Context: an optimization exercise on an open-source flow, tuned for small area, a short achievable clock period and few clock cycles. The choices shown serve that exercise and are no tape-out recipe.
The RTL was checked by simulation tests, not by an equivalence proof against the original design.
Power is estimated from default activity; no workload was simulated.

===== flow/flow/run.sh =====
#!/bin/bash
# The standard layout with two synthesis/placement choices changed:
# - yosys's full/half-adder extraction (ADDER_MAP_FILE) is skipped, so ABC
#   maps the adders and comparators with the rest of the logic;
# - the port buffers that placement inserts are buf_1 cells.
set -euo pipefail
bash standard.sh ADDER_MAP_FILE= "BUFFER_PORTS_ARGS=-buffer_cell sky130_fd_sc_hd__buf_1" finish > orfs_make.log 2>&1

===== flow/standard.sh =====
#!/bin/bash
# synth_recipe.tcl (not shown) runs the flow's synth.tcl, then flattens the netlist and writes it again
# the make line also repeats each setting of config.mk as NAME=value (left out here)
make -C /OpenROAD-flow-scripts/flow DESIGN_CONFIG=/design/flow/config.mk WORK_HOME=/design/flow/orfs CLKGATE_MAP_FILE= SYNTH_SCRIPT=/design/flow/synth_recipe.tcl "${@:-finish}"

===== flow/config.mk =====
export PLATFORM = sky130hd
export DESIGN_NAME = gvi_codec
export DESIGN_NICKNAME = gvi_codec
export VERILOG_FILES = /design/flow/design.v
export SDC_FILE = /design/flow/constraint.sdc
export NUM_CORES = 4
export LEC_CHECK = 0
export ABC_AREA = 1
export CAP_MARGIN = 20
export CORE_MARGIN = 2
export CORE_UTILIZATION = 40
export PLACE_DENSITY = 0.75
export SETUP_SLACK_MARGIN = 4.65
export SLEW_MARGIN = 20

===== flow/constraint.sdc =====
create_clock -name core_clock -period 7.0 [get_ports {clk}]
set_input_delay 1.4000 -clock core_clock [delete_from_list [all_inputs] [get_ports {clk}]]
set_output_delay 1.4000 -clock core_clock [all_outputs]
set_load 0.01 [all_outputs]

===== flow/design.v =====
module gvi_safe_enc (
    input  wire [7:0] r,
    output reg  [7:0] chr
);
    always @(*) begin
        case (r)
            8'd0: chr = 8'h41;
            8'd1: chr = 8'h42;
            8'd2: chr = 8'h43;
            8'd3: chr = 8'h44;
            8'd4: chr = 8'h45;
            8'd5: chr = 8'h46;
            8'd6: chr = 8'h47;
            8'd7: chr = 8'h48;
            8'd8: chr = 8'h49;
            8'd9: chr = 8'h4a;
            8'd10: chr = 8'h4b;
            8'd11: chr = 8'h4c;
            8'd12: chr = 8'h4d;
            8'd13: chr = 8'h4e;
            8'd14: chr = 8'h4f;
            8'd15: chr = 8'h50;
            8'd16: chr = 8'h51;
            8'd17: chr = 8'h52;
            8'd18: chr = 8'h53;
            8'd19: chr = 8'h54;
            8'd20: chr = 8'h55;
            8'd21: chr = 8'h56;
            8'd22: chr = 8'h57;
            8'd23: chr = 8'h58;
            8'd24: chr = 8'h59;
            8'd25: chr = 8'h5a;
            8'd26: chr = 8'h61;
            8'd27: chr = 8'h62;
            8'd28: chr = 8'h63;
            8'd29: chr = 8'h64;
            8'd30: chr = 8'h65;
            8'd31: chr = 8'h66;
            8'd32: chr = 8'h67;
            8'd33: chr = 8'h68;
            8'd34: chr = 8'h69;
            8'd35: chr = 8'h6a;
            8'd36: chr = 8'h6b;
            8'd37: chr = 8'h6c;
            8'd38: chr = 8'h6d;
            8'd39: chr = 8'h6e;
            8'd40: chr = 8'h6f;
            8'd41: chr = 8'h70;
            8'd42: chr = 8'h71;
            8'd43: chr = 8'h72;
            8'd44: chr = 8'h73;
            8'd45: chr = 8'h74;
            8'd46: chr = 8'h75;
            8'd47: chr = 8'h76;
            8'd48: chr = 8'h77;
            8'd49: chr = 8'h78;
            8'd50: chr = 8'h79;
            8'd51: chr = 8'h7a;
            8'd52: chr = 8'h30;
            8'd53: chr = 8'h31;
            8'd54: chr = 8'h32;
            8'd55: chr = 8'h33;
            8'd56: chr = 8'h34;
            8'd57: chr = 8'h35;
            8'd58: chr = 8'h36;
            8'd59: chr = 8'h37;
            8'd60: chr = 8'h38;
            8'd61: chr = 8'h39;
            8'd62: chr = 8'h21;
            8'd63: chr = 8'h23;
            8'd64: chr = 8'h24;
            8'd65: chr = 8'h25;
            8'd66: chr = 8'h26;
            8'd67: chr = 8'h28;
            8'd68: chr = 8'h29;
            8'd69: chr = 8'h2a;
            8'd70: chr = 8'h2b;
            8'd71: chr = 8'h2c;
            8'd72: chr = 8'h2d;
            8'd73: chr = 8'h2e;
            8'd74: chr = 8'h2f;
            8'd75: chr = 8'h3a;
            8'd76: chr = 8'h3b;
            8'd77: chr = 8'h3c;
            8'd78: chr = 8'h3d;
            8'd79: chr = 8'h3e;
            8'd80: chr = 8'h3f;
            8'd81: chr = 8'h5b;
            8'd82: chr = 8'h5d;
            8'd83: chr = 8'h5e;
            8'd84: chr = 8'h5f;
            8'd85: chr = 8'h7b;
            8'd86: chr = 8'h7c;
            8'd87: chr = 8'h7d;
            8'd88: chr = 8'h7e;
            8'd89: chr = 8'hc0;
            8'd90: chr = 8'hc1;
            8'd91: chr = 8'hc2;
            8'd92: chr = 8'hc3;
            8'd93: chr = 8'hc4;
            8'd94: chr = 8'hc5;
            8'd95: chr = 8'hc6;
            8'd96: chr = 8'hc7;
            8'd97: chr = 8'hc8;
            8'd98: chr = 8'hc9;
            8'd99: chr = 8'hca;
            8'd100: chr = 8'hcb;
            8'd101: chr = 8'hcc;
            8'd102: chr = 8'hcd;
            8'd103: chr = 8'hce;
            8'd104: chr = 8'hcf;
            8'd105: chr = 8'hd0;
            8'd106: chr = 8'hd1;
            8'd107: chr = 8'hd2;
            8'd108: chr = 8'hd3;
            8'd109: chr = 8'hd4;
            8'd110: chr = 8'hd5;
            8'd111: chr = 8'hd6;
            8'd112: chr = 8'hd8;
            8'd113: chr = 8'hd9;
            8'd114: chr = 8'hda;
            8'd115: chr = 8'hdb;
            8'd116: chr = 8'hdc;
            8'd117: chr = 8'hdd;
            8'd118: chr = 8'hde;
            8'd119: chr = 8'hdf;
            8'd120: chr = 8'he0;
            8'd121: chr = 8'he1;
            8'd122: chr = 8'h41;
            8'd123: chr = 8'h42;
            8'd124: chr = 8'h43;
            8'd125: chr = 8'h44;
            8'd126: chr = 8'h45;
            8'd127: chr = 8'h46;
            8'd128: chr = 8'h47;
            8'd129: chr = 8'h48;
            8'd130: chr = 8'h49;
            8'd131: chr = 8'h4a;
            8'd132: chr = 8'h4b;
            8'd133: chr = 8'h4c;
            8'd134: chr = 8'h4d;
            8'd135: chr = 8'h4e;
            8'd136: chr = 8'h4f;
            8'd137: chr = 8'h50;
            8'd138: chr = 8'h51;
            8'd139: chr = 8'h52;
            8'd140: chr = 8'h53;
            8'd141: chr = 8'h54;
            8'd142: chr = 8'h55;
            8'd143: chr = 8'h56;
            8'd144: chr = 8'h57;
            8'd145: chr = 8'h58;
            8'd146: chr = 8'h59;
            8'd147: chr = 8'h5a;
            8'd148: chr = 8'h5b;
            8'd149: chr = 8'h5c;
            8'd150: chr = 8'h5d;
            8'd151: chr = 8'h5e;
            8'd152: chr = 8'h5f;
            8'd153: chr = 8'h60;
            8'd154: chr = 8'h61;
            8'd155: chr = 8'h62;
            8'd156: chr = 8'h63;
            8'd157: chr = 8'h64;
            8'd158: chr = 8'h65;
            8'd159: chr = 8'h66;
            8'd160: chr = 8'h67;
            8'd161: chr = 8'h68;
            8'd162: chr = 8'h69;
            8'd163: chr = 8'h6a;
            8'd164: chr = 8'h6b;
            8'd165: chr = 8'h6c;
            8'd166: chr = 8'h6d;
            8'd167: chr = 8'h6e;
            8'd168: chr = 8'h6f;
            8'd169: chr = 8'h70;
            8'd170: chr = 8'h71;
            8'd171: chr = 8'h72;
            8'd172: chr = 8'h73;
            8'd173: chr = 8'h74;
            8'd174: chr = 8'h75;
            8'd175: chr = 8'h76;
            8'd176: chr = 8'h77;
            8'd177: chr = 8'h78;
            8'd178: chr = 8'h79;
            8'd179: chr = 8'h7a;
            8'd180: chr = 8'h7b;
            8'd181: chr = 8'h7c;
            8'd182: chr = 8'h7d;
            8'd183: chr = 8'h7e;
            8'd184: chr = 8'h7f;
            8'd185: chr = 8'h80;
            8'd186: chr = 8'h81;
            8'd187: chr = 8'h82;
            8'd188: chr = 8'h83;
            8'd189: chr = 8'h84;
            8'd190: chr = 8'h85;
            8'd191: chr = 8'h86;
            8'd192: chr = 8'h87;
            8'd193: chr = 8'h88;
            8'd194: chr = 8'h89;
            8'd195: chr = 8'h8a;
            8'd196: chr = 8'h8b;
            8'd197: chr = 8'h8c;
            8'd198: chr = 8'h8d;
            8'd199: chr = 8'h8e;
            8'd200: chr = 8'h8f;
            8'd201: chr = 8'h90;
            8'd202: chr = 8'h91;
            8'd203: chr = 8'h92;
            8'd204: chr = 8'h93;
            8'd205: chr = 8'h94;
            8'd206: chr = 8'h95;
            8'd207: chr = 8'h96;
            8'd208: chr = 8'h97;
            8'd209: chr = 8'h98;
            8'd210: chr = 8'h99;
            8'd211: chr = 8'h9a;
            8'd212: chr = 8'h9b;
            8'd213: chr = 8'h9c;
            8'd214: chr = 8'h9d;
            8'd215: chr = 8'h9e;
            8'd216: chr = 8'h9f;
            8'd217: chr = 8'ha0;
            8'd218: chr = 8'ha1;
            8'd219: chr = 8'ha2;
            8'd220: chr = 8'ha3;
            8'd221: chr = 8'ha4;
            8'd222: chr = 8'ha5;
            8'd223: chr = 8'ha6;
            8'd224: chr = 8'ha7;
            8'd225: chr = 8'ha8;
            8'd226: chr = 8'ha9;
            8'd227: chr = 8'haa;
            8'd228: chr = 8'hab;
            8'd229: chr = 8'hac;
            8'd230: chr = 8'had;
            8'd231: chr = 8'hae;
            8'd232: chr = 8'haf;
            8'd233: chr = 8'hb0;
            8'd234: chr = 8'hb1;
            8'd235: chr = 8'hb2;
            8'd236: chr = 8'hb3;
            8'd237: chr = 8'hb4;
            8'd238: chr = 8'hb5;
            8'd239: chr = 8'hb6;
            8'd240: chr = 8'hb7;
            8'd241: chr = 8'hb8;
            8'd242: chr = 8'hb9;
            8'd243: chr = 8'hba;
            8'd244: chr = 8'hbb;
            8'd245: chr = 8'hbc;
            8'd246: chr = 8'hbd;
            8'd247: chr = 8'hbe;
            8'd248: chr = 8'hbf;
            8'd249: chr = 8'hc0;
            8'd250: chr = 8'hc1;
            8'd251: chr = 8'hc2;
            8'd252: chr = 8'hc3;
            8'd253: chr = 8'hc4;
            8'd254: chr = 8'hc5;
            8'd255: chr = 8'hc6;
            default: chr = 8'h00;
        endcase
    end
endmodule
module gvi_safe_dec (
    input  wire [7:0] chr,
    output reg        hit,
    output reg  [6:0] idx
);
    always @(*) begin
        case (chr)
            8'h00: begin hit = 1'b0; idx = 7'd4; end
            8'h01: begin hit = 1'b0; idx = 7'd5; end
            8'h02: begin hit = 1'b0; idx = 7'd6; end
            8'h03: begin hit = 1'b0; idx = 7'd7; end
            8'h04: begin hit = 1'b0; idx = 7'd8; end
            8'h05: begin hit = 1'b0; idx = 7'd9; end
            8'h06: begin hit = 1'b0; idx = 7'd10; end
            8'h07: begin hit = 1'b0; idx = 7'd11; end
            8'h08: begin hit = 1'b0; idx = 7'd12; end
            8'h09: begin hit = 1'b0; idx = 7'd13; end
            8'h0a: begin hit = 1'b0; idx = 7'd14; end
            8'h0b: begin hit = 1'b0; idx = 7'd15; end
            8'h0c: begin hit = 1'b0; idx = 7'd16; end
            8'h0d: begin hit = 1'b0; idx = 7'd17; end
            8'h0e: begin hit = 1'b0; idx = 7'd18; end
            8'h0f: begin hit = 1'b0; idx = 7'd19; end
            8'h10: begin hit = 1'b0; idx = 7'd20; end
            8'h11: begin hit = 1'b0; idx = 7'd21; end
            8'h12: begin hit = 1'b0; idx = 7'd22; end
            8'h13: begin hit = 1'b0; idx = 7'd23; end
            8'h14: begin hit = 1'b0; idx = 7'd24; end
            8'h15: begin hit = 1'b0; idx = 7'd25; end
            8'h16: begin hit = 1'b0; idx = 7'd26; end
            8'h17: begin hit = 1'b0; idx = 7'd27; end
            8'h18: begin hit = 1'b0; idx = 7'd28; end
            8'h19: begin hit = 1'b0; idx = 7'd29; end
            8'h1a: begin hit = 1'b0; idx = 7'd30; end
            8'h1b: begin hit = 1'b0; idx = 7'd31; end
            8'h1c: begin hit = 1'b0; idx = 7'd32; end
            8'h1d: begin hit = 1'b0; idx = 7'd33; end
            8'h1e: begin hit = 1'b0; idx = 7'd34; end
            8'h1f: begin hit = 1'b0; idx = 7'd35; end
            8'h20: begin hit = 1'b0; idx = 7'd36; end
            8'h21: begin hit = 1'b1; idx = 7'd62; end
            8'h22: begin hit = 1'b0; idx = 7'd38; end
            8'h23: begin hit = 1'b1; idx = 7'd63; end
            8'h24: begin hit = 1'b1; idx = 7'd64; end
            8'h25: begin hit = 1'b1; idx = 7'd65; end
            8'h26: begin hit = 1'b1; idx = 7'd66; end
            8'h27: begin hit = 1'b0; idx = 7'd43; end
            8'h28: begin hit = 1'b1; idx = 7'd67; end
            8'h29: begin hit = 1'b1; idx = 7'd68; end
            8'h2a: begin hit = 1'b1; idx = 7'd69; end
            8'h2b: begin hit = 1'b1; idx = 7'd70; end
            8'h2c: begin hit = 1'b1; idx = 7'd71; end
            8'h2d: begin hit = 1'b1; idx = 7'd72; end
            8'h2e: begin hit = 1'b1; idx = 7'd73; end
            8'h2f: begin hit = 1'b1; idx = 7'd74; end
            8'h30: begin hit = 1'b1; idx = 7'd52; end
            8'h31: begin hit = 1'b1; idx = 7'd53; end
            8'h32: begin hit = 1'b1; idx = 7'd54; end
            8'h33: begin hit = 1'b1; idx = 7'd55; end
            8'h34: begin hit = 1'b1; idx = 7'd56; end
            8'h35: begin hit = 1'b1; idx = 7'd57; end
            8'h36: begin hit = 1'b1; idx = 7'd58; end
            8'h37: begin hit = 1'b1; idx = 7'd59; end
            8'h38: begin hit = 1'b1; idx = 7'd60; end
            8'h39: begin hit = 1'b1; idx = 7'd61; end
            8'h3a: begin hit = 1'b1; idx = 7'd75; end
            8'h3b: begin hit = 1'b1; idx = 7'd76; end
            8'h3c: begin hit = 1'b1; idx = 7'd77; end
            8'h3d: begin hit = 1'b1; idx = 7'd78; end
            8'h3e: begin hit = 1'b1; idx = 7'd79; end
            8'h3f: begin hit = 1'b1; idx = 7'd80; end
            8'h40: begin hit = 1'b0; idx = 7'd127; end
            8'h41: begin hit = 1'b1; idx = 7'd0; end
            8'h42: begin hit = 1'b1; idx = 7'd1; end
            8'h43: begin hit = 1'b1; idx = 7'd2; end
            8'h44: begin hit = 1'b1; idx = 7'd3; end
            8'h45: begin hit = 1'b1; idx = 7'd4; end
            8'h46: begin hit = 1'b1; idx = 7'd5; end
            8'h47: begin hit = 1'b1; idx = 7'd6; end
            8'h48: begin hit = 1'b1; idx = 7'd7; end
            8'h49: begin hit = 1'b1; idx = 7'd8; end
            8'h4a: begin hit = 1'b1; idx = 7'd9; end
            8'h4b: begin hit = 1'b1; idx = 7'd10; end
            8'h4c: begin hit = 1'b1; idx = 7'd11; end
            8'h4d: begin hit = 1'b1; idx = 7'd12; end
            8'h4e: begin hit = 1'b1; idx = 7'd13; end
            8'h4f: begin hit = 1'b1; idx = 7'd14; end
            8'h50: begin hit = 1'b1; idx = 7'd15; end
            8'h51: begin hit = 1'b1; idx = 7'd16; end
            8'h52: begin hit = 1'b1; idx = 7'd17; end
            8'h53: begin hit = 1'b1; idx = 7'd18; end
            8'h54: begin hit = 1'b1; idx = 7'd19; end
            8'h55: begin hit = 1'b1; idx = 7'd20; end
            8'h56: begin hit = 1'b1; idx = 7'd21; end
            8'h57: begin hit = 1'b1; idx = 7'd22; end
            8'h58: begin hit = 1'b1; idx = 7'd23; end
            8'h59: begin hit = 1'b1; idx = 7'd24; end
            8'h5a: begin hit = 1'b1; idx = 7'd25; end
            8'h5b: begin hit = 1'b1; idx = 7'd81; end
            8'h5c: begin hit = 1'b0; idx = 7'd27; end
            8'h5d: begin hit = 1'b1; idx = 7'd82; end
            8'h5e: begin hit = 1'b1; idx = 7'd83; end
            8'h5f: begin hit = 1'b1; idx = 7'd84; end
            8'h60: begin hit = 1'b0; idx = 7'd25; end
            8'h61: begin hit = 1'b1; idx = 7'd26; end
            8'h62: begin hit = 1'b1; idx = 7'd27; end
            8'h63: begin hit = 1'b1; idx = 7'd28; end
            8'h64: begin hit = 1'b1; idx = 7'd29; end
            8'h65: begin hit = 1'b1; idx = 7'd30; end
            8'h66: begin hit = 1'b1; idx = 7'd31; end
            8'h67: begin hit = 1'b1; idx = 7'd32; end
            8'h68: begin hit = 1'b1; idx = 7'd33; end
            8'h69: begin hit = 1'b1; idx = 7'd34; end
            8'h6a: begin hit = 1'b1; idx = 7'd35; end
            8'h6b: begin hit = 1'b1; idx = 7'd36; end
            8'h6c: begin hit = 1'b1; idx = 7'd37; end
            8'h6d: begin hit = 1'b1; idx = 7'd38; end
            8'h6e: begin hit = 1'b1; idx = 7'd39; end
            8'h6f: begin hit = 1'b1; idx = 7'd40; end
            8'h70: begin hit = 1'b1; idx = 7'd41; end
            8'h71: begin hit = 1'b1; idx = 7'd42; end
            8'h72: begin hit = 1'b1; idx = 7'd43; end
            8'h73: begin hit = 1'b1; idx = 7'd44; end
            8'h74: begin hit = 1'b1; idx = 7'd45; end
            8'h75: begin hit = 1'b1; idx = 7'd46; end
            8'h76: begin hit = 1'b1; idx = 7'd47; end
            8'h77: begin hit = 1'b1; idx = 7'd48; end
            8'h78: begin hit = 1'b1; idx = 7'd49; end
            8'h79: begin hit = 1'b1; idx = 7'd50; end
            8'h7a: begin hit = 1'b1; idx = 7'd51; end
            8'h7b: begin hit = 1'b1; idx = 7'd85; end
            8'h7c: begin hit = 1'b1; idx = 7'd86; end
            8'h7d: begin hit = 1'b1; idx = 7'd87; end
            8'h7e: begin hit = 1'b1; idx = 7'd88; end
            8'h7f: begin hit = 1'b0; idx = 7'd56; end
            8'h80: begin hit = 1'b0; idx = 7'd57; end
            8'h81: begin hit = 1'b0; idx = 7'd58; end
            8'h82: begin hit = 1'b0; idx = 7'd59; end
            8'h83: begin hit = 1'b0; idx = 7'd60; end
            8'h84: begin hit = 1'b0; idx = 7'd61; end
            8'h85: begin hit = 1'b0; idx = 7'd62; end
            8'h86: begin hit = 1'b0; idx = 7'd63; end
            8'h87: begin hit = 1'b0; idx = 7'd64; end
            8'h88: begin hit = 1'b0; idx = 7'd65; end
            8'h89: begin hit = 1'b0; idx = 7'd66; end
            8'h8a: begin hit = 1'b0; idx = 7'd67; end
            8'h8b: begin hit = 1'b0; idx = 7'd68; end
            8'h8c: begin hit = 1'b0; idx = 7'd69; end
            8'h8d: begin hit = 1'b0; idx = 7'd70; end
            8'h8e: begin hit = 1'b0; idx = 7'd71; end
            8'h8f: begin hit = 1'b0; idx = 7'd72; end
            8'h90: begin hit = 1'b0; idx = 7'd73; end
            8'h91: begin hit = 1'b0; idx = 7'd74; end
            8'h92: begin hit = 1'b0; idx = 7'd75; end
            8'h93: begin hit = 1'b0; idx = 7'd76; end
            8'h94: begin hit = 1'b0; idx = 7'd77; end
            8'h95: begin hit = 1'b0; idx = 7'd78; end
            8'h96: begin hit = 1'b0; idx = 7'd79; end
            8'h97: begin hit = 1'b0; idx = 7'd80; end
            8'h98: begin hit = 1'b0; idx = 7'd81; end
            8'h99: begin hit = 1'b0; idx = 7'd82; end
            8'h9a: begin hit = 1'b0; idx = 7'd83; end
            8'h9b: begin hit = 1'b0; idx = 7'd84; end
            8'h9c: begin hit = 1'b0; idx = 7'd85; end
            8'h9d: begin hit = 1'b0; idx = 7'd86; end
            8'h9e: begin hit = 1'b0; idx = 7'd55; end
            8'h9f: begin hit = 1'b0; idx = 7'd56; end
            8'ha0: begin hit = 1'b0; idx = 7'd57; end
            8'ha1: begin hit = 1'b0; idx = 7'd58; end
            8'ha2: begin hit = 1'b0; idx = 7'd59; end
            8'ha3: begin hit = 1'b0; idx = 7'd60; end
            8'ha4: begin hit = 1'b0; idx = 7'd61; end
            8'ha5: begin hit = 1'b0; idx = 7'd62; end
            8'ha6: begin hit = 1'b0; idx = 7'd63; end
            8'ha7: begin hit = 1'b0; idx = 7'd64; end
            8'ha8: begin hit = 1'b0; idx = 7'd65; end
            8'ha9: begin hit = 1'b0; idx = 7'd66; end
            8'haa: begin hit = 1'b0; idx = 7'd67; end
            8'hab: begin hit = 1'b0; idx = 7'd68; end
            8'hac: begin hit = 1'b0; idx = 7'd69; end
            8'had: begin hit = 1'b0; idx = 7'd70; end
            8'hae: begin hit = 1'b0; idx = 7'd71; end
            8'haf: begin hit = 1'b0; idx = 7'd72; end
            8'hb0: begin hit = 1'b0; idx = 7'd73; end
            8'hb1: begin hit = 1'b0; idx = 7'd74; end
            8'hb2: begin hit = 1'b0; idx = 7'd75; end
            8'hb3: begin hit = 1'b0; idx = 7'd76; end
            8'hb4: begin hit = 1'b0; idx = 7'd77; end
            8'hb5: begin hit = 1'b0; idx = 7'd78; end
            8'hb6: begin hit = 1'b0; idx = 7'd79; end
            8'hb7: begin hit = 1'b0; idx = 7'd80; end
            8'hb8: begin hit = 1'b0; idx = 7'd81; end
            8'hb9: begin hit = 1'b0; idx = 7'd82; end
            8'hba: begin hit = 1'b0; idx = 7'd83; end
            8'hbb: begin hit = 1'b0; idx = 7'd84; end
            8'hbc: begin hit = 1'b0; idx = 7'd85; end
            8'hbd: begin hit = 1'b0; idx = 7'd86; end
            8'hbe: begin hit = 1'b0; idx = 7'd87; end
            8'hbf: begin hit = 1'b0; idx = 7'd88; end
            8'hc0: begin hit = 1'b1; idx = 7'd89; end
            8'hc1: begin hit = 1'b1; idx = 7'd90; end
            8'hc2: begin hit = 1'b1; idx = 7'd91; end
            8'hc3: begin hit = 1'b1; idx = 7'd92; end
            8'hc4: begin hit = 1'b1; idx = 7'd93; end
            8'hc5: begin hit = 1'b1; idx = 7'd94; end
            8'hc6: begin hit = 1'b1; idx = 7'd95; end
            8'hc7: begin hit = 1'b1; idx = 7'd96; end
            8'hc8: begin hit = 1'b1; idx = 7'd97; end
            8'hc9: begin hit = 1'b1; idx = 7'd98; end
            8'hca: begin hit = 1'b1; idx = 7'd99; end
            8'hcb: begin hit = 1'b1; idx = 7'd100; end
            8'hcc: begin hit = 1'b1; idx = 7'd101; end
            8'hcd: begin hit = 1'b1; idx = 7'd102; end
            8'hce: begin hit = 1'b1; idx = 7'd103; end
            8'hcf: begin hit = 1'b1; idx = 7'd104; end
            8'hd0: begin hit = 1'b1; idx = 7'd105; end
            8'hd1: begin hit = 1'b1; idx = 7'd106; end
            8'hd2: begin hit = 1'b1; idx = 7'd107; end
            8'hd3: begin hit = 1'b1; idx = 7'd108; end
            8'hd4: begin hit = 1'b1; idx = 7'd109; end
            8'hd5: begin hit = 1'b1; idx = 7'd110; end
            8'hd6: begin hit = 1'b1; idx = 7'd111; end
            8'hd7: begin hit = 1'b0; idx = 7'd112; end
            8'hd8: begin hit = 1'b1; idx = 7'd112; end
            8'hd9: begin hit = 1'b1; idx = 7'd113; end
            8'hda: begin hit = 1'b1; idx = 7'd114; end
            8'hdb: begin hit = 1'b1; idx = 7'd115; end
            8'hdc: begin hit = 1'b1; idx = 7'd116; end
            8'hdd: begin hit = 1'b1; idx = 7'd117; end
            8'hde: begin hit = 1'b1; idx = 7'd118; end
            8'hdf: begin hit = 1'b1; idx = 7'd119; end
            8'he0: begin hit = 1'b1; idx = 7'd120; end
            8'he1: begin hit = 1'b1; idx = 7'd121; end
            8'he2: begin hit = 1'b0; idx = 7'd122; end
            8'he3: begin hit = 1'b0; idx = 7'd123; end
            8'he4: begin hit = 1'b0; idx = 7'd124; end
            8'he5: begin hit = 1'b0; idx = 7'd125; end
            8'he6: begin hit = 1'b0; idx = 7'd126; end
            8'he7: begin hit = 1'b0; idx = 7'd127; end
            8'he8: begin hit = 1'b0; idx = 7'd0; end
            8'he9: begin hit = 1'b0; idx = 7'd1; end
            8'hea: begin hit = 1'b0; idx = 7'd2; end
            8'heb: begin hit = 1'b0; idx = 7'd3; end
            8'hec: begin hit = 1'b0; idx = 7'd4; end
            8'hed: begin hit = 1'b0; idx = 7'd5; end
            8'hee: begin hit = 1'b0; idx = 7'd6; end
            8'hef: begin hit = 1'b0; idx = 7'd7; end
            8'hf0: begin hit = 1'b0; idx = 7'd8; end
            8'hf1: begin hit = 1'b0; idx = 7'd9; end
            8'hf2: begin hit = 1'b0; idx = 7'd10; end
            8'hf3: begin hit = 1'b0; idx = 7'd11; end
            8'hf4: begin hit = 1'b0; idx = 7'd12; end
            8'hf5: begin hit = 1'b0; idx = 7'd13; end
            8'hf6: begin hit = 1'b0; idx = 7'd14; end
            8'hf7: begin hit = 1'b0; idx = 7'd15; end
            8'hf8: begin hit = 1'b0; idx = 7'd16; end
            8'hf9: begin hit = 1'b0; idx = 7'd17; end
            8'hfa: begin hit = 1'b0; idx = 7'd18; end
            8'hfb: begin hit = 1'b0; idx = 7'd19; end
            8'hfc: begin hit = 1'b0; idx = 7'd20; end
            8'hfd: begin hit = 1'b0; idx = 7'd21; end
            8'hfe: begin hit = 1'b0; idx = 7'd22; end
            8'hff: begin hit = 1'b0; idx = 7'd23; end
            default: begin hit = 1'b0; idx = 7'd0; end
        endcase
    end
endmodule
module gvi_encoder (
    input  wire       clk,
    input  wire       rst,
    input  wire       in_valid,
    output wire       in_ready,
    input  wire [3:0] in_nib,
    input  wire       in_last,
    input  wire [3:0] in_shift,
    output wire       out_valid,
    input  wire       out_ready,
    output wire [7:0] out_char,
    output wire       out_last
);
    reg [13:0] buf_r;      
    reg  [2:0] wn;         
    reg        rh;         
    reg        full;       
    reg        drain;      
    reg        first;      
    reg  [3:0] mshift;
    reg  [7:0] pr;
    reg        pv, pesc, plast;
    reg  [7:0] ochar;
    reg        ovalid, olast;
    reg        ph;         
    reg        in_ready_r;
    function [3:0] kbits(input [2:0] n, input h, input f);
        reg [3:0] k0;
        begin
            k0 = {n[1:0], n[2], 1'b0};                            
            if (f) kbits = 4'd14;
            else if (h) kbits = k0[3] ? k0 - 4'd7 : k0 + 4'd7;   
            else kbits = k0;
        end
    endfunction
    wire [3:0] k = kbits(wn, rh, full);
    assign in_ready  = in_ready_r;
    assign out_valid = ovalid;
    assign out_char  = ochar;
    assign out_last  = olast;
    wire in_fire = in_valid & in_ready;
    wire [6:0] win = rh ? {buf_r[7], buf_r[8], buf_r[9], buf_r[10], buf_r[11], buf_r[12], buf_r[13]}
                        : {buf_r[0], buf_r[1], buf_r[2], buf_r[3], buf_r[4], buf_r[5], buf_r[6]};
    wire [6:0] mask = {1'b1, k > 4'd1, k > 4'd2, k > 4'd3, k > 4'd4, k > 4'd5, k > 4'd6};
    wire [6:0] sym  = win & mask;
    wire       esc  = (sym[6:3] == 4'b1111) & (sym[2] | sym[1]);
    wire       have = (k >= 4'd7) | (drain & (k != 4'd0));
    wire       fin  = drain & (k <= 4'd7);        
    wire ofree = !ovalid | out_ready;
    wire pmove = ofree & pv & (!pesc | ph);
    wire pfree = !pv | pmove;
    wire pop   = pfree & have;
    wire [7:0] safe_chr;
    gvi_safe_enc u_enc (.r(pr), .chr(safe_chr));
    wire       refin   = pop & fin;               
    wire       drain_n = !refin & (drain | (in_fire & in_last));
    wire [2:0] wn_n    = refin ? 3'd0 : !in_fire ? wn : (wn == 3'd6) ? 3'd0 : wn + 3'd1;
    wire       rh_n    = !refin & (rh ^ pop);
    wire       full_n  = !refin & !pop & (full | (in_fire & !rh & (wn == 3'd6)));
    wire [3:0] k_n     = kbits(wn_n, rh_n, full_n);
    always @(posedge clk) begin
        if (rst) begin
            in_ready_r <= 1'b1;
            wn     <= 3'd0;
            rh     <= 1'b0;
            full   <= 1'b0;
            drain  <= 1'b0;
            first  <= 1'b1;
            pv     <= 1'b0;
            ph     <= 1'b0;
            ovalid <= 1'b0;
        end else begin
            in_ready_r <= !drain_n & (k_n <= 4'd10);
            drain <= drain_n;
            wn    <= wn_n;
            rh    <= rh_n;
            full  <= full_n;
            if (in_fire) first <= in_last;
            if (pfree) pv <= have;
            if (ofree) ovalid <= pv;
            if (ofree & pv) ph <= pesc & !ph;
        end
    end
    always @(posedge clk) begin
        if (in_fire) begin
                if (wn == 3'd0) buf_r[0]  <= in_nib[3];
                if (wn == 3'd3) buf_r[0]  <= in_nib[1];
                if (wn == 3'd0) buf_r[1]  <= in_nib[2];
                if (wn == 3'd3) buf_r[1]  <= in_nib[0];
                if (wn == 3'd0) buf_r[2]  <= in_nib[1];
                if (wn == 3'd4) buf_r[2]  <= in_nib[3];
                if (wn == 3'd0) buf_r[3]  <= in_nib[0];
                if (wn == 3'd4) buf_r[3]  <= in_nib[2];
                if (wn == 3'd1) buf_r[4]  <= in_nib[3];
                if (wn == 3'd4) buf_r[4]  <= in_nib[1];
                if (wn == 3'd1) buf_r[5]  <= in_nib[2];
                if (wn == 3'd4) buf_r[5]  <= in_nib[0];
                if (wn == 3'd1) buf_r[6]  <= in_nib[1];
                if (wn == 3'd5) buf_r[6]  <= in_nib[3];
                if (wn == 3'd1) buf_r[7]  <= in_nib[0];
                if (wn == 3'd5) buf_r[7]  <= in_nib[2];
                if (wn == 3'd2) buf_r[8]  <= in_nib[3];
                if (wn == 3'd5) buf_r[8]  <= in_nib[1];
                if (wn == 3'd2) buf_r[9]  <= in_nib[2];
                if (wn == 3'd5) buf_r[9]  <= in_nib[0];
                if (wn == 3'd2) buf_r[10] <= in_nib[1];
                if (wn == 3'd6) buf_r[10] <= in_nib[3];
                if (wn == 3'd2) buf_r[11] <= in_nib[0];
                if (wn == 3'd6) buf_r[11] <= in_nib[2];
                if (wn == 3'd3) buf_r[12] <= in_nib[3];
                if (wn == 3'd6) buf_r[12] <= in_nib[1];
                if (wn == 3'd3) buf_r[13] <= in_nib[2];
                if (wn == 3'd6) buf_r[13] <= in_nib[0];
            if (first) mshift <= in_shift;
        end
        if (pop) begin
            pr    <= esc ? {5'd0, sym[2:0] - 3'd2} : {1'b0, sym} + {4'd0, mshift};
            pesc  <= esc;
            plast <= fin;
        end
        if (ofree & pv) begin
            if (pesc & !ph) begin
                ochar <= 8'h40;
                olast <= 1'b0;
            end else begin
                ochar <= pesc ? {5'b00110, pr[2:0]} : safe_chr;
                olast <= plast;
            end
        end
    end
endmodule
module gvi_decoder (
    input  wire       clk,
    input  wire       rst,
    input  wire       in_valid,
    output wire       in_ready,
    input  wire [7:0] in_char,
    input  wire       in_last,
    input  wire [3:0] in_shift,
    output wire       out_valid,
    input  wire       out_ready,
    output wire [3:0] out_nib,
    output wire [1:0] out_err,
    output wire       out_last
);
    localparam [1:0] E_NONE = 2'd0, E_CHAR = 2'd1, E_TRUNC = 2'd2, E_ESC = 2'd3;
    reg  [6:0] cidx;
    reg        chit;       
    reg        c_at;       
    reg        cd05;       
    reg        clast, cv;
    reg        first;      
    reg  [3:0] mshift;
    reg        esc_pend;   
    reg        skipping;   
    reg [13:0] buf_r;
    reg        wh;         
    reg  [2:0] rn;         
    reg        full;       
    reg        drain;      
    reg  [1:0] derr;       
    reg  [3:0] onib;
    reg  [1:0] oerr;
    reg        ovalid, olast;
    reg        in_ready_r;
    function [3:0] kbits(input [2:0] n, input h, input f);
        reg [3:0] k0;
        begin
            k0 = (n == 3'd0) ? 4'd0 : (n == 3'd1) ? 4'd10 : (n == 3'd2) ? 4'd6 : (n == 3'd3) ? 4'd2 :
                 (n == 3'd4) ? 4'd12 : (n == 3'd5) ? 4'd8 : 4'd4;       
            if (f) kbits = 4'd14;
            else if (h) kbits = k0[3] ? k0 - 4'd7 : k0 + 4'd7;     
            else kbits = k0;
        end
    endfunction
    wire [3:0] k = kbits(rn, wh, full);
    assign in_ready  = in_ready_r;
    assign out_valid = ovalid;
    assign out_nib   = onib;
    assign out_err   = oerr;
    assign out_last  = olast;
    wire in_fire = in_valid & in_ready;
    wire ofree = !ovalid | out_ready;
    wire rd    = ofree & (k >= 4'd4);
    wire erd   = ofree & !(k >= 4'd4) & drain & (derr != E_NONE);
    wire rfin  = rd & drain & (derr == E_NONE) & (k < 4'd8);    
    reg  [3:0] rnib;
    always @(*) begin
        case (rn)
            3'd0: rnib = {buf_r[0],  buf_r[1],  buf_r[2],  buf_r[3]};
            3'd1: rnib = {buf_r[4],  buf_r[5],  buf_r[6],  buf_r[7]};
            3'd2: rnib = {buf_r[8],  buf_r[9],  buf_r[10], buf_r[11]};
            3'd3: rnib = {buf_r[12], buf_r[13], buf_r[0],  buf_r[1]};
            3'd4: rnib = {buf_r[2],  buf_r[3],  buf_r[4],  buf_r[5]};
            3'd5: rnib = {buf_r[6],  buf_r[7],  buf_r[8],  buf_r[9]};
            default: rnib = {buf_r[10], buf_r[11], buf_r[12], buf_r[13]};
        endcase
    end
    wire done = rfin | erd;    
    wire       in_hit;
    wire [6:0] in_idx;
    gvi_safe_dec u_dec (.chr(in_char), .hit(in_hit), .idx(in_idx));
    wire [7:0] sub  = {1'b0, cidx} - {4'd0, mshift};
    wire [6:0] rsym = sub[7] ? (sub[6:0] + 7'd122) : sub[6:0];
    reg        want_wr;    
    reg  [6:0] psym;
    reg  [1:0] perr;
    always @(*) begin
        want_wr = 1'b0;
        psym    = rsym;
        perr    = E_NONE;
        if (esc_pend) begin
            psym = {4'b1111, cidx[2:0] - 3'd2};    
            if (cd05) want_wr = 1'b1;
            else perr = E_ESC;
        end else if (c_at) begin
            if (clast) perr = E_TRUNC;
        end else if (chit) begin
            want_wr = 1'b1;
        end else begin
            perr = E_CHAR;
        end
    end
    wire       room  = (k <= 4'd7);
    wire       proc  = cv & (skipping | (!drain & (!want_wr | room)));
    wire       wr    = proc & !skipping & want_wr;
    wire       bw    = cv & !drain & room;
    wire       perr_go = proc & !skipping & (perr != E_NONE);
    wire       fin_in  = (wr & clast) | perr_go;    
    wire       cv_n   = in_fire | (cv & !proc);
    wire       c_at_n = in_fire ? (in_char == 8'h40) : c_at;
    reg        skipping_n;
    always @(*) begin
        skipping_n = skipping;
        if (proc) begin
            if (skipping) begin
                if (clast) skipping_n = 1'b0;
            end else if (perr != E_NONE) begin
                skipping_n = !clast;
            end
        end
    end
    wire       drain_n = !done & (drain | fin_in);
    wire       wh_n    = !done & (wh ^ wr);
    wire [2:0] rn_n    = done ? 3'd0 : !rd ? rn : (rn == 3'd6) ? 3'd0 : rn + 3'd1;
    wire       full_n  = !done & (wr ? (wh & (rd ? rn == 3'd6 : rn == 3'd0)) : (full & !rd));
    wire [3:0] k_n     = kbits(rn_n, wh_n, full_n);
    integer i;
    always @(posedge clk) begin
        if (rst) begin
            cv       <= 1'b0;
            first    <= 1'b1;
            esc_pend <= 1'b0;
            skipping <= 1'b0;
            wh       <= 1'b0;
            rn       <= 3'd0;
            full     <= 1'b0;
            drain    <= 1'b0;
            derr     <= E_NONE;
            ovalid   <= 1'b0;
            in_ready_r <= 1'b1;
        end else begin
            in_ready_r <= !cv_n | skipping_n | (!drain_n & ((k_n <= 4'd7) | c_at_n));
            cv       <= cv_n;
            skipping <= skipping_n;
            drain    <= drain_n;
            wh       <= wh_n;
            rn       <= rn_n;
            full     <= full_n;
            if (in_fire) first <= in_last;
            if (proc & !skipping) begin
                esc_pend <= !esc_pend & c_at & !clast;
                if (perr != E_NONE) derr <= perr;
            end
            if (ofree) ovalid <= rd | erd;
            if (done) derr <= E_NONE;
        end
    end
    always @(posedge clk) begin
        if (in_fire) begin
            cidx  <= in_idx;
            chit  <= in_hit;
            c_at  <= (in_char == 8'h40);
            cd05  <= (in_char[7:3] == 5'b00110) & !(in_char[2] & in_char[1]);
            clast <= in_last;
            if (first) mshift <= in_shift;
        end
        if (bw) begin
            for (i = 0; i < 7; i = i + 1)
                if (wh) buf_r[7 + i] <= psym[6 - i];
                else    buf_r[i]     <= psym[6 - i];
        end
        if (ofree) begin
            onib  <= rnib;
            oerr  <= rd ? E_NONE : derr;
            olast <= rfin | erd;
        end
    end
endmodule
module gvi_codec (
    input  wire       clk,
    input  wire       rst,
    input  wire       enc_in_valid,
    output wire       enc_in_ready,
    input  wire [3:0] enc_in_nib,
    input  wire       enc_in_last,
    input  wire [3:0] enc_in_shift,
    output wire       enc_out_valid,
    input  wire       enc_out_ready,
    output wire [7:0] enc_out_char,
    output wire       enc_out_last,
    input  wire       dec_in_valid,
    output wire       dec_in_ready,
    input  wire [7:0] dec_in_char,
    input  wire       dec_in_last,
    input  wire [3:0] dec_in_shift,
    output wire       dec_out_valid,
    input  wire       dec_out_ready,
    output wire [3:0] dec_out_nib,
    output wire [1:0] dec_out_err,
    output wire       dec_out_last
);
    gvi_encoder u_encoder (
        .clk(clk), .rst(rst),
        .in_valid(enc_in_valid), .in_ready(enc_in_ready),
        .in_nib(enc_in_nib), .in_last(enc_in_last), .in_shift(enc_in_shift),
        .out_valid(enc_out_valid), .out_ready(enc_out_ready),
        .out_char(enc_out_char), .out_last(enc_out_last)
    );
    gvi_decoder u_decoder (
        .clk(clk), .rst(rst),
        .in_valid(dec_in_valid), .in_ready(dec_in_ready),
        .in_char(dec_in_char), .in_last(dec_in_last), .in_shift(dec_in_shift),
        .out_valid(dec_out_valid), .out_ready(dec_out_ready),
        .out_nib(dec_out_nib), .out_err(dec_out_err), .out_last(dec_out_last)
    );
endmodule

==> flow_summary.ini, run 1 <==
[timing]
setup_viol = 0
finalWorstSetupSlack_ns = 4.59
hold_viol = 0
finalCriticalPeriod_ns = 2.41
post-route-period-util_pct = 34.4
slew_headroom_pct = 62.3
clock_skew_ns = 0.00889
max_slew.worst_pin.slew_ns = 0.563
rsz0062_at_grt = true
slew_violations = 0
fmax_mhz = 415
finalSetupTns_ns = 0

[critical_path]
slowest_delay_ns = 0.20
r2r_start = u_encoder.wn[1]
path_cells = buf_12 -> nor2_4 -> inv_4 -> nor2_4 -> nand2_2 -> nand2_2 -> inv_2 -> o21ai_2 -> o21ai_1 -> o21ai_1 -> o41ai_2
critPathMaxFanout = 11
rrSetupSlack_ns = 4.89
r2r_cells = 13
critPathLaunchType = input port
arrival_ns = 2.50
setup.worst_path.start = dec_in_char[1]
cp.required_ns = 7.09
critPathSlowestCell = o21ai_1
path_class = input port to register
crit_end = u_decoder.chit
endpoint_kind = register
reg2reg_to = u_encoder.pr[4]

[finish]
layout-area-overhead-vs-synth_pct = 16.0
num_antenna_cells = 0
final_util_pct = 47.3
nets = 980
drive_gt1_share_pct = 13.1

[synthesis]
netlist_area_mm2 = 0.00643
synth_cells = 902
synth-async-reset-ratio_pct = 0
syn_area_per_cell_um2 = 7.12
ys_dominant_reg_cell = edfxtp_1
yosysWarnings = 4
synth.distinct_cells = 49
synth_edf_count = 72
ys_ff_latch = 98
seq_area_frac_synth_pct = 41.7
synth.net_count = 930

[pwr]
switchingPower_uw = 851
seq_power_share_pct = 40.2
pwr-share-clk_pct = 22.2
switching_share_pct = 39.7
power_mw = 2.14
internal_power_mw = 1.29
peakVddDrop_mv = 0.137
p_leak_nw = 3.32
pwr_density_cell_mw_per_mm2 = 287
comb_power_share_pct = 37.6

[job]
max-cap-violations = 0

[clock_tree]
cts_num_sinks = 98
clock-root-buffer = clkbuf_16
cts.clk_slew.worst_paths_ns = 0.07
hold_buffers = 0
cts_tree = done
clockBufferDepth = 2
h-tree-depth = 3
insertion_delay_ns = 0.35
numCtsBuffers = 9

[grt]
grt-ovfl-total = 0
grt_max_degree = 19
grt_usage_pct = 17.9
antenna_found_initial = 0
grt_pass1_wl_um = 24600
grt_pass1_vias = 5354

[worst_hold_path]
hold_path_class = register to register
worstHoldStart = u_decoder.derr[0]

[floorplan]
initial_core_util_pct = 40.7
ios = 48
fp.dieH_um = 131
rows = 46
dieArea_mm2 = 0.0171
dieWidth_um = 131
core_area_mm2 = 0.0158

[routing]
viasPerCell = 5.24
drt_iter0_drc = 465
drt_pass1_iterations = 5
drc_errors = 0
drt-wirelength-per-cell_um = 12.9
postRouteAntennaNets = 0
vias = 6152
wirelength_um = 15100

[placed_design]
portBuffers = 47
place_congestion = 0.965
place_ws_ns = 3.62
hpwl_um = 11000

[run_status]
outcome = timing/DRC/antenna clean
-- metal layers --
metal | vias to the layer above | global-route usage, % | part of all wire [%]
met1 | 2723 | 24.1 | 46
li1 | 3121 | - | -
met5 | - | 0 | 0
met4 | 0 | 8.26 | 2.8
met2 | 271 | 27.8 | 44
met3 | 37 | 3.58 | 7.2
-- how the worst min path moves through the flow --
| stage | depth (start not counted) | endpoint |
|---|---|---|
| floorplan | 2 | u_encoder.ovalid |
| global placement | 2 | u_encoder.ovalid |
| detailed placement | 2 | u_encoder.ovalid |
| CTS | 2 | u_encoder.ovalid |
| global route | 2 | u_decoder.derr[0] |
| finish | 2 | u_decoder.derr[0] |
-- state kept, by name, indices dropped and copies added, names as in the netlist, 3 cells and up --
| name | cells |
|---|---|
| u_decoder.mshift | 4 |
| u_decoder.onib | 4 |
| u_decoder.cidx | 7 |
| u_encoder.mshift | 4 |
| u_decoder.rn | 3 |
| u_encoder.buf_r | 14 |
| u_encoder.ochar | 8 |
| u_encoder.pr | 8 |
| u_decoder.buf_r | 14 |
| u_encoder.wn | 3 |
-- metrics by stage --
step	instances	hold WS, ns	instance area, um^2
floorplan	902	0.451	6550
global placement	1139	0.465	6820
detailed placement	1139	0.476	6820
CTS	1159	0.490	7170
global route	1173	0.516	7460
finish	1173	0.489	7460
-- cells by family after synthesis --
logic type	count (synthesis)	synth area share, %
xor+xnor	10	1.36
buf+inv	163	10.0
flops	98	41.7
simple gates	450	29.9
compound gates	181	17.0
-- area by class of cell --
type	instances	area (um^2)
fillers	1565	8310
multi-input cells	641	3260
flip-flops and latches	98	2690
inverters	136	534
repair buffers	66	413
well taps	216	270
clock buffers	9	225
clock inverters	7	61.3
-- synth_stat cells (all sizes together), types with 2 or more instances --
cell	number	area share, %
nand2	254	15
inv	135	7.9
nor2	111	6.9
edfxtp	72	34
o21ai	68	5.4
nand3	57	5.1
a21oi	50	4.0
dfxtp	26	8.1
clkbuf	16	0.93
nor3	15	1.2
o211ai	14	1.6
buf	11	1.1
a22oi	8	0.93
nand4	7	0.88
a31oi	6	0.58
o22ai	6	0.58
xor2	6	0.82
a221oi	5	0.68
o2111ai	5	0.68
o221ai	5	0.68
xnor2	4	0.55
o31ai	3	0.35
a211oi	2	0.23
a32o	2	0.31
o21bai	2	0.23
or2	2	0.19
-- worst max-delay path, delay by kind of cell --
family | cells | cell delay [ns]
AO/OA/AOI/OAI | 4 | 0.44
AND/OR/NAND/NOR | 4 | 0.42
buffers and inverters | 3 | 0.22
-- power by group through the flow --
stage / Clock, mW / Sequential (mW) / Combinational (mW)
global route: 0.516 / 0.877 / 0.924
floorplan: 0 / 0.846 / 0.622
global placement: 0 / 0.873 / 0.756
CTS: 0.494 / 0.860 / 0.774
finish: 0.475 / 0.862 / 0.805
detailed placement: 0 / 0.872 / 0.765
-- cell usage in the layout, fill, tap and decap left out, types with 5 or more instances in the layout --
cell type / count
nand2_1: 235
inv_1: 116
nor2_1: 92
edfxtp_1: 72
o21ai_0: 52
nand3_1: 51
a21oi_1: 47
buf_1: 39
dfxtp_1: 24
buf_4: 19
nand2_2: 16
o211ai_1: 14
inv_2: 12
o21ai_1: 12
nor3_1: 12
nor2_4: 10
clkbuf_16: 10
nor2_2: 9
a22oi_1: 8
o22ai_1: 6
a31oi_1: 6
xor2_1: 6
o221ai_1: 5
o2111ai_1: 5
nand4_1: 5
-- what timing repair did --
item	CTS	global route
pin swaps	0	9
buffers inserted	4	13
gates cloned	0	1
endpoints found under the setup margin	11	36
resized for setup	19	55
Testbench counts, summed over its fixed seeds: cycles 36,153.
==> run 2: changes to the inputs <==
--- a/flow/config.mk
+++ b/flow/config.mk
@@ -9,6 +9,5 @@
 export CAP_MARGIN = 20
 export CORE_MARGIN = 2
 export CORE_UTILIZATION = 40
-export PLACE_DENSITY = 0.75
-export SETUP_SLACK_MARGIN = 4.65
+export SETUP_SLACK_MARGIN = 4.6
 export SLEW_MARGIN = 20
==> run 2 against run 1 <==
  * Cell area down 1.3%
  * Clock skew down 0.0023 ns
  * Die area unchanged
  * Wire length down 0.15%
  * Synthesized cell count unchanged
  * Setup slack better by 0.052 ns
  * Combinational power down 2%
  * Global-route usage up 0.62 points
  * Cell count down 0.68%
  * First-iteration DRC count up 10%
  * Via count down 3.3%
  * Synthesized area unchanged
==> flow_summary.ini, run 2 <==
[critical_path]
r2r_start = u_encoder.wn[0]
path_cells = buf_8 -> inv_6 -> buf_4 -> nor2_2 -> inv_1 -> o21ai_0 -> o21ai_1 -> o21ai_1 -> o41ai_1
critPathLaunchType = input port
slowest_delay_ns = 0.18
crit_family = compound AO/OA/AOI/OAI gates
cp.required_ns = 7.11
endpoint_kind = register
cpMostUsedCell = o21ai_1
critPathSlowestCell = nor2_2
critPathMaxFanout = 10
path_class = input port to register
critPathBufInv = 4
rrSetupSlack_ns = 4.85
setup.worst_path.start = dec_in_char[2]
arrival_ns = 2.46

[synthesis]
yosys.area.top_type = edfxtp_1
yosysMostFrequentCell = nand2_1
ys_top_cells_by_count = nand2_1 (245), inv_1 (128), nor2_1 (106), edfxtp_1 (72), o21ai_0 (65)
seq_area_frac_synth_pct = 41.7
synth_top_area_share_pct = 33.6
synth_cells = 902
netlist_area_mm2 = 0.00643
synth_area_leaders = edfxtp_1 (34%), nand2_1 (14%), dfxtp_1 (8.1%)
synthAdderAreaFrac_pct = 0
yosys.area_share.simple_pct = 29.9
synth_compound_area_share_pct = 17.0
syn_area_per_cell_um2 = 7.12
ys_ff_latch = 98
synth_edf_count = 72
synth.net_count = 930
synth.distinct_cells = 49
synth_top_family_by_area = simple AND/OR/NAND/NOR gates
synthXorXnorAreaFrac_pct = 1.36
synth-async-reset-ratio_pct = 0
yosysWarnings = 4
muxShareOfSynthArea_pct = 0
ys_dominant_reg_cell = edfxtp_1

[timing]
rsz0062_at_grt = true
clock_skew_ns = 0.00660
setup_viol = 0
post-route-period-util_pct = 33.7
finalCriticalPeriod_ns = 2.36
hold_viol = 0
finalSetupTns_ns = 0
fmax_mhz = 424
slew_headroom_pct = 60.7
slew_violations = 0
max_slew.worst_pin.slew_ns = 0.587

[routing]
drt_iter0_drc = 512
postRouteAntennaNets = 0
drt-wirelength-per-cell_um = 13.0
drc_errors = 0
drt_pass1_iterations = 5
wirelength_um = 15100
vias = 5949
viasPerCell = 5.11

[finish]
final_cell_mix = nand2_1 (237), inv_1 (118), nor2_1 (93)
drive_gt1_share_pct = 11.2
final_common_cell = nand2_1
layout-area-overhead-vs-synth_pct = 14.5
num_antenna_cells = 0
nets = 972
reg_top3 = u_decoder.buf_r: 14 flops, u_encoder.buf_r: 14 flops
final_util_pct = 46.6

[placed_design]
place_congestion = 0.927
hpwl_um = 11400
portBuffers = 47

[grt]
antenna_found_initial = 0
grt-ovfl-total = 0
grt_max_degree = 18
grt_pass1_wl_um = 25200
grt_pass1_vias = 5318
grt_usage_pct = 18.5

[pwr]
pwr_density_cell_mw_per_mm2 = 298
peakVddDrop_mv = 0.149
p_leak_nw = 3.28

[clock_tree]
h-tree-depth = 3
numCtsBuffers = 9
insertion_delay_ns = 0.35
cts_tree = done
clockBufferDepth = 2
cts_num_sinks = 98
clock-root-buffer = clkbuf_16
cts.clk_slew.worst_paths_ns = 0.07

[floorplan]
rows = 46
ios = 48
fp.dieH_um = 131
dieArea_mm2 = 0.0171
core_area_mm2 = 0.0158
initial_core_util_pct = 40.7
dieWidth_um = 131

[worst_hold_path]
worstHoldStart = u_decoder.derr[0]
hold_path_class = register to register

[job]
max-cap-violations = 0

[run_status]
outcome = timing/DRC/antenna clean
## run 2: cell counts after synthesis
Identical to the previous run, type by type.
## run 2: worst register-to-register path: stages (launching register included)
cell       delay [ns]
dfxtp_1          0.56
inv_1            0.19
o2111ai_1        0.31
nand2_1          0.17
nand2_1          0.13
inv_1            0.06
o21ai_2          0.17
nand2_1          0.07
nand2_1          0.08
nand2_1          0.08
nand2_1          0.06
nor2_1           0.04
## run 2: worst paths after layout
check | endpoint | depth (start not counted)
setup / recovery | u_decoder.chit | 9
hold / removal | u_decoder.derr[0] | 2
hold reg to reg | u_decoder.derr[0] | 2
setup reg to reg | u_encoder.pr[4] | 11
## run 2: cells by family (layout without fill, tap and decap cells)
logic type / after synthesis / after routing
simple gates: 450 / 450
xor+xnor: 10 / 10
compound gates: 181 / 181
buf+inv: 163 / 210
flops: 98 / 98
## run 2: power breakdown
group | internal [mW] | switching [mW] | total [mW] | leakage [nW]
Combinational | 0.258 | 0.532 | 0.791 | 2.22
Clock | 0.316 | 0.222 | 0.538 | 0.156
Sequential | 0.776 | 0.0854 | 0.861 | 0.896
## run 2: routing by layer
layer  share of wire, %  up-vias  global-route usage, %
li1                   -     3088                      -
met1                 49     2675                   25.5
met2                 44      159                   29.7
met3                4.4       27                   2.77
met4                2.2        0                   7.01
met5                  0        -                      0
## run 2: final cells by class
| class | instances | area, um^2 |
|---|---|---|
| Sequential cell | 98 | 2680 |
| Tap cell | 216 | 270 |
| Timing Repair Buffer | 58 | 322 |
| Multi-Input combinational cell | 641 | 3220 |
| Clock inverter | 7 | 98.8 |
| Inverter | 136 | 534 |
| Fill cell | 1633 | 8410 |
| Clock buffer | 9 | 225 |
## run 2: per-stage QoR
step	total power [mW]	instance area, um^2	cells	setup WS [ns]	hold WS (ns)
6_report	2.19	7360	1165	4.64	0.482
5_1_grt	2.36	7360	1165	4.58	0.523
4_1_cts	2.18	7200	1158	4.60	0.484
3_5_place_dp	1.64	6800	1138	3.68	0.473
3_3_place_gp	1.64	6800	1138	3.70	0.466
2_1_floorplan	1.46	6540	902	4.47	0.451
## run 2: repair_timing
| item | CTS | global route |
|---|---|---|
| hold buffers | 0 | 0 |
| gates resized for setup | 18 | 36 |
| pin swaps | 0 | 5 |
| endpoints found under the setup margin | 11 | 35 |
| buffers inserted | 4 | 7 |
==> run 3: changes to the inputs <==
--- a/flow/config.mk
+++ b/flow/config.mk
@@ -8,6 +8,6 @@
 export ABC_AREA = 1
 export CAP_MARGIN = 20
 export CORE_MARGIN = 2
-export CORE_UTILIZATION = 40
+export CORE_UTILIZATION = 58
 export SETUP_SLACK_MARGIN = 4.6
 export SLEW_MARGIN = 20
==> run 3 against run 2 <==
  * Still clean on timing, DRC and antenna
  * Maximum frequency is 1.4% lower
  * Synthesized cell count unchanged
  * Synthesized area stayed put
  * Clock-buffer cell count rose by 4
  * First-iteration DRC count rose by 12%
  * Hold slack gained 0.015 ns
  * Power fell by 8.0%
  * Sequential power about the same
  * Clock power fell by 34%
  * Global-route usage grew 7.9 points
  * Largest power group unchanged
==> flow_summary.ini, run 3 <==
[run_status]
outcome = timing/DRC/antenna clean

[finish]
final_common_cell = nand2_1
final_util_pct = 65.6
drive_gt1_share_pct = 10.5
reg_top3 = u_decoder.buf_r: 14 flops, u_encoder.buf_r: 14 flops
final_cell_mix = nand2_1 (241), inv_1 (118), nor2_1 (93)
num_antenna_cells = 0
nets = 976
finalNonFillerCells = 1093
design_area_mm2 = 0.00711
final.fill_count = 947
layout-area-overhead-vs-synth_pct = 10.6

[floorplan]
fp.dieH_um = 109
rows = 38
ios = 48
initial_core_util_pct = 59.3
core_area_mm2 = 0.0108
dieArea_mm2 = 0.0119
dieWidth_um = 109

[placed_design]
placed_cell_area_mm2 = 0.00671
place_congestion = 0.985
portBuffers = 47
place_ws_ns = 3.67
hpwl_um = 11500
placedCellCount = 1062

[critical_path]
critPathLaunchType = input port
reg2reg_to = u_encoder.ochar[4]
rrSetupSlack_ns = 4.86
r2r_cells = 11
cp.required_ns = 7.13
r2r_start = u_encoder.pr[1]
endpoint_kind = register
arrival_ns = 2.52
critPathMaxFanout = 11
path_class = input port to register

[worst_hold_path]
worstHoldStart = u_decoder.derr[1]
hold_path_class = register to register
whs_endpoint = u_decoder.derr[1]
hold_depth = 2

[clock_tree]
cts_tree = done
h-tree-depth = 3
clockBufferDepth = 2
cts.clk_slew.worst_paths_ns = 0.09
insertion_delay_ns = 0.37
cts_num_sinks = 98
hold_buffers = 0
numCtsBuffers = 9
clock-root-buffer = clkbuf_8

[routing]
vias = 6183
drc_errors = 0
wirelength_um = 15200
drt-wirelength-per-cell_um = 13.9
viasPerCell = 5.66
drt_iter0_drc = 572
postRouteAntennaNets = 0
drt_pass1_iterations = 5

[synthesis]
synth_cells = 902
ys_ff_latch = 98
syn_area_per_cell_um2 = 7.12
synth_area_leaders = edfxtp_1 (34%), nand2_1 (14%), dfxtp_1 (8.1%)
yosys.area.top_type = edfxtp_1
netlist_area_mm2 = 0.00643
synth_edf_count = 72
synth.distinct_cells = 49
seq_area_frac_synth_pct = 41.7
synth.net_count = 930
yosysMostFrequentCell = nand2_1
ys_top_cells_by_count = nand2_1 (245), inv_1 (128), nor2_1 (106), edfxtp_1 (72), o21ai_0 (65)
synth_top_area_share_pct = 33.6
synth-async-reset-ratio_pct = 0
ys_dominant_reg_cell = edfxtp_1
yosysWarnings = 4

[pwr]
internal_power_mw = 1.20
p_leak_nw = 3.22
seq_power_share_pct = 42.7
comb_power_share_pct = 39.6
pwr_density_cell_mw_per_mm2 = 283
switchingPower_uw = 812
pwr-share-clk_pct = 17.6
switching_share_pct = 40.3
peakVddDrop_mv = 0.187

[timing]
clock_skew_ns = 0.00814
max_slew.worst_pin.slew_ns = 0.608
post-route-period-util_pct = 34.2
fmax_mhz = 418
finalWorstSetupSlack_ns = 4.61
rsz0062_at_grt = true
slew_headroom_pct = 59.5
slew_violations = 0
finalSetupTns_ns = 0
setup_viol = 0
finalCriticalPeriod_ns = 2.39
hold_viol = 0

[grt]
grt-ovfl-total = 0
grt_pass1_wl_um = 25100
grt_usage_pct = 26.5
grt_max_degree = 17
grt_pass1_vias = 5648
antenna_found_initial = 0

[job]
max-cap-violations = 0
[run 3: cell counts after synthesis]
No cell type changed its count.
[run 3: what timing repair did]
item,CTS,global route
gates resized for setup,17,23
gates cloned,0,0
setup buffers,3,12
pin swaps,0,6
setup endpoints to repair,11,20
[run 3: through the flow]
stage	total power [mW]	hold slack [ns]
6_report	2.02	0.497
2_1_floorplan	1.46	0.451
3_3_place_gp	1.61	0.461
4_1_cts	1.99	0.479
5_1_grt	2.18	0.530
3_5_place_dp	1.63	0.467
[run 3: power groups by stage]
stage                     Sequential (mW)  Combinational (mW)  Clock, mW
after floorplan                     0.846               0.618          0
after detailed placement            0.873               0.761          0
after global placement              0.868               0.745          0
after global routing                0.877               0.914      0.385
final                               0.861               0.799      0.356
after CTS                           0.859               0.768      0.364
[run 3: critical path, cell delays in order]
cell      delay (ns)
clkbuf_4        0.19
nor2_4          0.21
o21ai_0         0.16
o21ai_0         0.22
o21ai_0         0.11
o21ai_1         0.13
o41ai_1         0.08
[run 3: how the worst max path moves through the flow]
stage | end | depth (start not counted) | from | slack [ns]
finish | u_decoder.chit | 7 | dec_in_char[3] | 4.61
global route | u_decoder.chit | 11 | dec_in_char[2] | 4.57
CTS | u_decoder.chit | 7 | dec_in_char[4] | 4.63
detailed placement | u_decoder.chit | 8 | dec_in_char[4] | 3.67
global placement | u_decoder.chit | 8 | dec_in_char[4] | 3.69
floorplan | u_decoder.chit | 11 | dec_in_char[2] | 4.47
[run 3: layout make-up]
class | count | area, um^2 | area share (%)
tap | 140 | 175 | 2.46
clock buffer | 13 | 139 | 1.95
clock inverter | 3 | 43.8 | 0.616
inverter | 136 | 528 | 7.43
multi-input combinational | 641 | 3210 | 45.2
sequential | 98 | 2690 | 37.8
timing repair buffer | 62 | 327 | 4.59
[run 3: routing by layer]
layer,GRT usage [%],vias up,share of wire (%)
met5,0,-,0
met4,10.1,0,2.1
met3,5.14,38,6.9
met2,43.4,279,47
met1,34.6,2770,44
li1,-,3096,-
[run 3: kinds of logic after synthesis]
| logic type | synth area share, % |
|---|---|
| xor gates and xnor gates | 1.36 |
| AOI/OAI and AO/OA | 17.0 |
| and+or+nand+nor | 29.9 |
| buffers and inverters | 10.0 |
| DFF | 41.7 |
==> run 4: changes to the inputs <==
--- a/flow/config.mk
+++ b/flow/config.mk
@@ -8,6 +8,7 @@
 export ABC_AREA = 1
 export CAP_MARGIN = 20
 export CORE_MARGIN = 2
-export CORE_UTILIZATION = 58
+export CORE_UTILIZATION = 50
 export SETUP_SLACK_MARGIN = 4.6
 export SLEW_MARGIN = 20
+export TNS_END_PERCENT = 10
==> run 4 against run 3 <==
  * Clock-buffer cell count down 1
  * Combinational power about the same
  * Die area up 15%
  * Largest cell class unchanged
  * Highest routed layer unchanged
==> flow_summary.ini, run 4 <==
[synthesis]
ys_ff_latch = 98
synth_top_area_share_pct = 33.6
synth_cells = 902
netlist_area_mm2 = 0.00643
synth.net_count = 930
synth_compound_area_share_pct = 17.0
synthXorXnorAreaFrac_pct = 1.36
yosysMostFrequentCell = nand2_1
seq_area_frac_synth_pct = 41.7
ys_top_cells_by_count = nand2_1 (245), inv_1 (128), nor2_1 (106), edfxtp_1 (72), o21ai_0 (65)
synth.distinct_cells = 49
muxShareOfSynthArea_pct = 0
yosys.area_share.simple_pct = 29.9
synth_top_family_by_area = simple AND/OR/NAND/NOR gates
syn_area_per_cell_um2 = 7.12
yosysWarnings = 4
ys_dominant_reg_cell = edfxtp_1
synth-async-reset-ratio_pct = 0
synthAdderAreaFrac_pct = 0
synth_area_leaders = edfxtp_1 (34%), nand2_1 (14%), dfxtp_1 (8.1%)
synth_edf_count = 72
yosys.area.top_type = edfxtp_1

[clock_tree]
cts_tree = done
clock-root-buffer = clkbuf_16
cts.clk_slew.worst_paths_ns = 0.06
clockBufferDepth = 2
h-tree-depth = 3
hold_buffers = 0
numCtsBuffers = 9
insertion_delay_ns = 0.34
cts_num_sinks = 98

[run_status]
outcome = timing/DRC/antenna clean

[timing]
rsz0062_at_grt = true
finalCriticalPeriod_ns = 2.45
finalWorstSetupSlack_ns = 4.55
setup_viol = 0
post-route-period-util_pct = 35.0
clock_skew_ns = 0.00584
max_slew.worst_pin.slew_ns = 0.664
finalSetupTns_ns = 0
fmax_mhz = 409
slew_violations = 0
holdWs_ns = 0.494
hold_viol = 0
slew_headroom_pct = 55.7

[worst_hold_path]
hold_path_class = register to register

[grt]
grt_pass1_wl_um = 26500
grt_max_degree = 17
antenna_found_initial = 0
grt_pass1_vias = 5680
grt_usage_pct = 22.9
grt-ovfl-total = 0

[critical_path]
critPathLaunchType = input port
cpMostUsedCell = nand2_1
critPathBufInv = 2
critPathSlowestCell = a221oi_1
cp.required_ns = 7.09
crit_family = compound AO/OA/AOI/OAI gates
critPathMaxFanout = 14
path_class = input port to register
slowest_delay_ns = 0.37
endpoint_kind = register
path_cells = buf_4 -> inv_1 -> a21oi_1 -> a221oi_1 -> o221ai_1 -> nand2_1 -> nand2_1
arrival_ns = 2.54

[placed_design]
place_ws_ns = 3.63
place_congestion = 0.977
portBuffers = 47
placedCellCount = 1094
placed_cell_area_mm2 = 0.00672
hpwl_um = 11800

[floorplan]
ios = 48
dieArea_mm2 = 0.0138
fp.dieH_um = 117
core_area_mm2 = 0.0126
dieWidth_um = 117
initial_core_util_pct = 51.1
rows = 41

[routing]
drc_errors = 0
viasPerCell = 5.46
drt_iter0_drc = 640
vias = 6145
postRouteAntennaNets = 0
wirelength_um = 15500
drt_pass1_iterations = 6
drt-wirelength-per-cell_um = 13.8

[pwr]
peakVddDrop_mv = 0.134
p_leak_nw = 3.28
pwr_density_cell_mw_per_mm2 = 296

[finish]
finalNonFillerCells = 1126
final_cell_mix = nand2_1 (240), inv_1 (120), nor2_1 (96)
final_common_cell = nand2_1
design_area_mm2 = 0.00727
nets = 977
drive_gt1_share_pct = 10.7
num_antenna_cells = 0
reg_top3 = u_decoder.buf_r: 14 flops, u_encoder.buf_r: 14 flops
layout-area-overhead-vs-synth_pct = 13.2

[job]
max-cap-violations = 0
==> run 4: cell count changes in the layout (fill, tap and decap cells not counted), moves of 2 or more <==
cell | before | now
nor2_2 | 8 | 6
clkbuf_1 | 4 | 2
o21ai_0 | 60 | 62
clkbuf_8 | 9 | 1
nor2_1 | 93 | 96
inv_2 | 13 | 9
o21ai_1 | 6 | 4
inv_1 | 118 | 120
clkbuf_16 | 0 | 9
==> run 4: worst min-delay path, cell delays in order, from the launching register on <==
cell	delay, ns
dfxtp_1	0.33
nand2_1	0.07
a21oi_1	0.05
==> run 4: report_power, final <==
part           total [mW]  internal, mW  switching (mW)
Clock               0.493         0.288           0.205
Combinational       0.799         0.258           0.541
Sequential          0.861         0.777          0.0843
==> run 4: cell type report <==
class / count / area [um^2]
fill: 1220 / 5300
multi-input combinational: 641 / 3210
sequential: 98 / 2680
inverter: 136 / 532
timing repair buffer: 62 / 328
clock buffer: 12 / 246
tap: 172 / 215
clock inverter: 4 / 52.6
timing repair inverter: 1 / 5.00
==> run 4: kinds of logic after synthesis <==
logic type	count (synthesis)
compound gates	181
xor+xnor	10
buf+inv	163
flops	98
simple gates	450
==> run 4: final timing paths <==
kind / endpoint / depth (start not counted) / slack (ns) / from
setup / recovery: u_decoder.cidx[4] / 7 / 4.55 / dec_in_char[4]
setup reg to reg: u_encoder.pr[4] / 11 / 4.80 / u_encoder.wn[0]
hold / removal: u_decoder.derr[1] / 2 / 0.49 / u_decoder.derr[1]
hold reg to reg: u_decoder.derr[1] / 2 / 0.49 / u_decoder.derr[1]
==> run 4: what timing repair did <==
item                                    CTS  global route
endpoints found under the setup margin   11            33
endpoints found under the hold margin     0             0
gates cloned                              0             1
resized for setup                        23            24
pin swaps                                 4             5
setup buffers                            10             5
==> run 4: stage by stage <==
| stage | utilization (%) | power (mW) |
|---|---|---|
| after floorplan | - | 1.46 |
| after global placement | 53.5 | 1.62 |
| after detailed placement | 53.5 | 1.64 |
| after CTS | 56.9 | 2.14 |
| after global routing | 57.9 | 2.32 |
| final | 57.9 | 2.15 |
==> run 4: layer usage <==
layer  GRT usage [%]  routed length [um]  up-vias
li1                -                   -     3094
met1            31.0                7000     2770
met2            37.4                7210      243
met3            3.65                 912       38
met4            7.98                 374        0
met5               0                   0        -

## port drivers added, routing unchanged
In the flow no input, the clock included, has a driving cell. The finished layouts below were timed again as built, in two steps. Step 1 sets driving cells, clkbuf_16 on the clock port and buf_2 on the other inputs (assumed; they add their load-dependent delay and slew). Step 2 also shifts input and output timing later by t, the mid clock arrival at the registers, as if the neighbouring blocks saw the same clock. a / b / c = ideal / step 1 / step 2; a / b = the first two.
run | t, ns | slack for setup (ns) | hold WS [ns] | worst slew at a driven data input, ns | cell pins on the clock port's net
run 1 | 0.387 | 4.591 / 4.561 / 4.174 | 0.489 / 0.489 / 0.489 | 0.10 | 1
run 2 | 0.391 | 4.643 / 4.632 / 4.242 | 0.482 / 0.482 / 0.482 | 0.05 | 1
run 3 | 0.402 | 4.608 / 4.621 / 4.219 | 0.497 / 0.497 / 0.497 | 0.04 | 1
run 4 | 0.378 | 4.552 / 4.570 / 4.192 | 0.494 / 0.494 / 0.494 | 0.04 | 1
After both steps every run listed still meets setup and hold. The setup slack of run 1, which loses most, moves by -0.030 ns with the drivers and by -0.417 ns with both steps.
